What follows belongs to an exercise in optimizing a design on an open flow for small area, a short achievable clock period and few clock cycles per item; a production flow would make more cautious choices.
Function was checked by simulation only, so behaviour that the tests miss may differ from the original.

==> ember: inputs <==
// psg_envpass
module psg_envpass (
    input  wire        clk,
    input  wire        rst,
    input  wire        ld_we,
    input  wire [2:0]  ld_track,
    input  wire [3:0]  ld_addr,
    input  wire [31:0] ld_data,
    input  wire        cmd_valid,
    input  wire [1:0]  cmd_op,
    output wire        cmd_ready,
    output reg         res_valid,
    output reg  [5:0]  res_upd,
    output reg  [5:0]  res_env,
    output wire [95:0] res_val,
    output reg         res_done
);
Settings: LEC_CHECK=0, ABC_AREA=1, CAP_MARGIN=20, CORE_MARGIN=2, CORE_UTILIZATION=28, PLACE_DENSITY=0.33, SLEW_MARGIN=20; clock period 12.0 ns.
standard.sh (not shown) runs the stock make flow with config.mk's settings and CLKGATE_MAP_FILE= SYNTH_SCRIPT=/design/flow/synth_recipe.tcl, a recipe that flattens the netlist after the stock synthesis.
==> flow/flow/run.sh <==
#!/bin/bash
set -euo pipefail
bash standard.sh SETUP_SLACK_MARGIN=7.5 TNS_END_PERCENT=10 finish > standard_flow.log 2>&1
==> lagoon: changes against ember <==
--- a/flow/design.v
+++ b/flow/design.v
@@ -130,11 +130,11 @@
     reg        t_hold [0:5];
     reg        t_arr  [0:5];
     reg        t_loop [0:5];
     reg        t_end  [0:5];     
     reg        t_same [0:5];     
-    reg [15:0] t_val  [0:5];     
+    reg [3:0]  t_pnew [0:5];     
     reg [13:0] oh [0:5];
     reg [3:0]  pcs;
     integer k, jj;
     always @* begin
         for (k = 0; k < 6; k = k + 1) begin
@@ -156,11 +156,16 @@
                 t_end[k] = t_loop[k] ? (hls[k] == hn[k] - 4'd1)
                                      : (pnt[k] + 4'd1 == hn[k] - 4'd1);
             else
                 t_end[k] = (pnt[k] == hn[k] - 4'd1);
             t_same[k] = same(k[2:0], pa_y[k], pb_y[k]);
-            t_val[k] = conv(k[2:0], (t_hold[k] || !t_arr[k]) ? pa_y[k] : pb_y[k]);
+            if (t_hold[k] || !t_arr[k])
+                t_pnew[k] = pnt[k];
+            else if (t_loop[k])
+                t_pnew[k] = hls[k];
+            else
+                t_pnew[k] = pnt[k] + 4'd1;
         end
     end
     wire haspts = !(t_nz[0] && t_nz[1] && t_nz[2] && t_nz[3] && t_nz[4] && t_nz[5]);
     wire allend = t_end[0] && t_end[1] && t_end[2] && t_end[3] && t_end[4] && t_end[5];
     wire term   = (haspts && allend) || (t_nz[0] && released);
@@ -169,58 +174,50 @@
     wire accept  = cmd_valid && rdy;
     wire do_tick = proc && cop == OP_TICK;
     wire do_trig = proc && cop == OP_TRIG;
     wire do_rel  = proc && cop == OP_REL;
     reg [5:0]    n_zp, n_int, n_fix;
-    reg [95:0]   n_val;
+    reg [23:0]   n_pa;
     integer q;
     always @* begin
-        n_zp = 6'd0; n_int = 6'd0; n_fix = 6'd0; n_val = 96'd0;
+        n_zp = 6'd0; n_int = 6'd0; n_fix = 6'd0;
+        for (q = 0; q < 6; q = q + 1)
+            n_pa[q*4 +: 4] = t_pnew[q];
         for (q = 0; q < 6; q = q + 1) begin
             if (live) begin
                 if (t_nz[q]) begin
                     n_zp[q] = (nt[q] == 16'd1);
                 end else if (!t_hold[q] && !t_arr[q] && !t_same[q]) begin
                     n_int[q] = 1'b1;
                 end else if (!t_hold[q] && t_arr[q] && t_loop[q]) begin
                     n_fix[q] = 1'b1;
-                end else begin
-                    n_val[q*16 +: 16] = t_val[q];
                 end
             end
         end
     end
     wire [5:0] isel  = pend & (~pend + 6'd1);
     wire [5:0] pnext = pend & ~isel;
     reg          t0_v;
     reg          t0_live;
     reg [5:0]    t0_zp, t0_int;
     reg          t0_done;
-    reg [VW-1:0] t0_val;
-    wire t0_go = t0_v && (pnext == 6'd0) && (fix == 6'd0);
+    reg [23:0]   t0_pa;
+    wire t0_go = t0_v && (pnext == 6'd0);
     reg          dl_v    [1:NU];
     reg          dl_live [1:NU];
     reg [5:0]    dl_zp   [1:NU];
     reg [5:0]    dl_int  [1:NU];
     reg          dl_done [1:NU];
-    reg [VW-1:0] dl_val  [1:NU];
+    reg [23:0]   dl_pa   [1:NU];
     reg [5:0] pend_n, fix_n;
     reg       cv_n;
     always @* begin
         cv_n   = accept || (cv && !proc);
         pend_n = do_tick ? n_int : pnext;
         fix_n  = do_tick ? n_fix : 6'd0;
     end
-    wire [95:0] t0_val_u = unpack(t0_val);
-    reg [95:0] fixv;
     integer m;
-    always @* begin
-        fixv = t0_val_u;
-        for (m = 0; m < 6; m = m + 1)
-            if (fix[m])
-                fixv[m*16 +: 16] = conv(m[2:0], pa_y[m]);
-    end
     always @(posedge clk) begin
         if (rst) begin
             live     <= 1'b0;
             released <= 1'b0;
             rdy      <= 1'b1;
@@ -278,18 +275,16 @@
                         nx[m]  <= pc_x[m];
                     end
                 end
             end
         end
-        if (fix != 6'd0)
-            t0_val <= pack(fixv);
         if (do_tick) begin
             t0_live <= live;
             t0_zp   <= n_zp;
             t0_int  <= n_int;
             t0_done <= live && term;
-            t0_val  <= pack(n_val);
+            t0_pa   <= n_pa;
         end
     end
     reg [15:0] s_pax, s_pay, s_pbx, s_pby, s_t;
     reg [2:0]  s_tid;
     integer u;
@@ -418,31 +413,41 @@
     wire        uout = us_v[NU-1];
     wire [2:0]  utid = us_tid[NU-1];
     wire [95:0] uval = {conv(3'd5, uv), conv(3'd4, uv), conv(3'd3, uv),
                         conv(3'd2, uv), conv(3'd1, uv), conv(3'd0, uv)};
     reg  [VW-1:0] rv;                  
-    wire [95:0]   dl_out = unpack(dl_val[NU]);
+    reg [5:0] envm;
+    integer f;
+    always @* begin
+        for (f = 0; f < 6; f = f + 1)
+            envm[f] = dl_live[NU] && (hn[f] != 4'd0);
+    end
+    reg  [95:0]   dl_out;
+    integer g, h;
+    always @* begin
+        for (g = 0; g < 6; g = g + 1) begin
+            dl_out[g*16 +: 16] = 16'd0;
+            for (h = 0; h < 12; h = h + 1)
+                if (dl_pa[NU][g*4 +: 4] == h)
+                    dl_out[g*16 +: 16] = dl_out[g*16 +: 16] | py[g][h];
+            dl_out[g*16 +: 16] = envm[g] ? conv(g[2:0], dl_out[g*16 +: 16]) : 16'd0;
+        end
+    end
     wire [95:0]   uv_pk  = uval;
     assign res_val = unpack(rv);
     reg [VW-1:0] rv_n;
     reg [95:0]   rv_w;
-    integer f;
     always @* begin
         rv_w = unpack(rv);
         for (f = 0; f < 6; f = f + 1) begin
             if (uout && utid == f)
                 rv_w[f*16 +: 16] = uv_pk[f*16 +: 16];
             else if (dl_v[NU] && !dl_int[NU][f])
                 rv_w[f*16 +: 16] = dl_out[f*16 +: 16];
         end
         rv_n = pack(rv_w);
     end
-    reg [5:0] envm;
-    always @* begin
-        for (f = 0; f < 6; f = f + 1)
-            envm[f] = dl_live[NU] && (hn[f] != 4'd0);
-    end
     always @(posedge clk) begin
         if (rst) begin
             for (f = 1; f <= NU; f = f + 1)
                 dl_v[f] <= 1'b0;
             res_valid <= 1'b0;
@@ -454,17 +459,17 @@
         end
         dl_live[1] <= t0_live;
         dl_zp[1]   <= t0_zp;
         dl_int[1]  <= t0_int;
         dl_done[1] <= t0_done;
-        dl_val[1]  <= t0_val;
+        dl_pa[1]   <= t0_pa;
         for (f = 2; f <= NU; f = f + 1) begin
             dl_live[f] <= dl_live[f-1];
             dl_zp[f]   <= dl_zp[f-1];
             dl_int[f]  <= dl_int[f-1];
             dl_done[f] <= dl_done[f-1];
-            dl_val[f]  <= dl_val[f-1];
+            dl_pa[f]   <= dl_pa[f-1];
         end
         if (dl_v[NU]) begin
             res_upd  <= envm | dl_zp[NU];
             res_env  <= envm;
             res_done <= dl_done[NU];
==> flow/flow/run.sh (replaced) <==
#!/bin/bash
set -euo pipefail
bash standard.sh SETUP_SLACK_MARGIN=8 TNS_END_PERCENT=10 finish > standard_flow.log 2>&1
--- a/flow/config.mk
+++ b/flow/config.mk
@@ -5,9 +5,11 @@
 export SDC_FILE = /design/flow/constraint.sdc
 export NUM_CORES = 4
 export LEC_CHECK = 0
 export ABC_AREA = 1
 export CAP_MARGIN = 20
+export CELL_PAD_IN_SITES_DETAIL_PLACEMENT = 1
+export CELL_PAD_IN_SITES_GLOBAL_PLACEMENT = 2
 export CORE_MARGIN = 2
 export CORE_UTILIZATION = 28
 export PLACE_DENSITY = 0.33
 export SLEW_MARGIN = 20
==> flow_summary.ini <==
[sta]
fin_worst_skew_ps = 63.2

[logic_synthesis]
synth_cell_types = 74
synth_top_area_share_pct = 35.0

[floorplanning]
core_area_um2 = 750000

[place]
dpl_cell_area_um2 = 226000

[run_status]
outcome = complete, no violations

[drt]
wl_mm = 1010

[worst_setup_path]
critPathCapture = t0_val[35]
r2r_end = t0_val[35]

[cells_and_area]
nFillCells = 77229
(the above is from ember)
==> flow_summary.ini <==
[run_status]
outcome = complete, no violations

[floorplanning]
core_area_um2 = 736000

[place]
dpl_cell_area_um2 = 222000

[logic_synthesis]
synth_cell_types = 82

[cells_and_area]
nFillCells = 84329

[drt]
wl_mm = 1160

[sta]
fin_worst_skew_ps = 61.8

[worst_setup_path]
critPathCapture = res_val[0]
(the above is from lagoon)
Testbench counts of ember, summed over its fixed seeds: cycles 35,697, ticks 9,029.
Testbench counts of lagoon, summed over its fixed seeds: cycles 35,697, ticks 9,029.

==> afterwards: timing with drivers on the ports <==
The results above use ideal ports. As a check the final layouts listed here were re-extracted and re-timed, cells and wires unchanged.
Step 1: set_driving_cell puts a clkbuf_16 on clk and a buf_2 on each other input, an assumption about the parent block.
Step 2 also shifts input and output timing later by t, the mid clock arrival at the registers, as if the neighbouring blocks saw the same clock.
Slacks: ideal / step 1 / step 2; pairs: ideal / step 1.
| run | shift t [ns] | setup slack, ns | latest minus earliest clock arrival (ns) | slew at the worst register clock pin (ns) | pins driven straight from the clock port |
|---|---|---|---|---|---|
| ember | 1.251 | 7.162 / 7.162 / 7.162 | 0.072 / 0.072 | 0.07 / 0.07 | 1 |
| lagoon | 1.256 | 7.385 / 7.246 / 7.625 | 0.065 / 0.065 | 0.07 / 0.07 | 1 |
After both steps setup and hold are still met in every run listed.
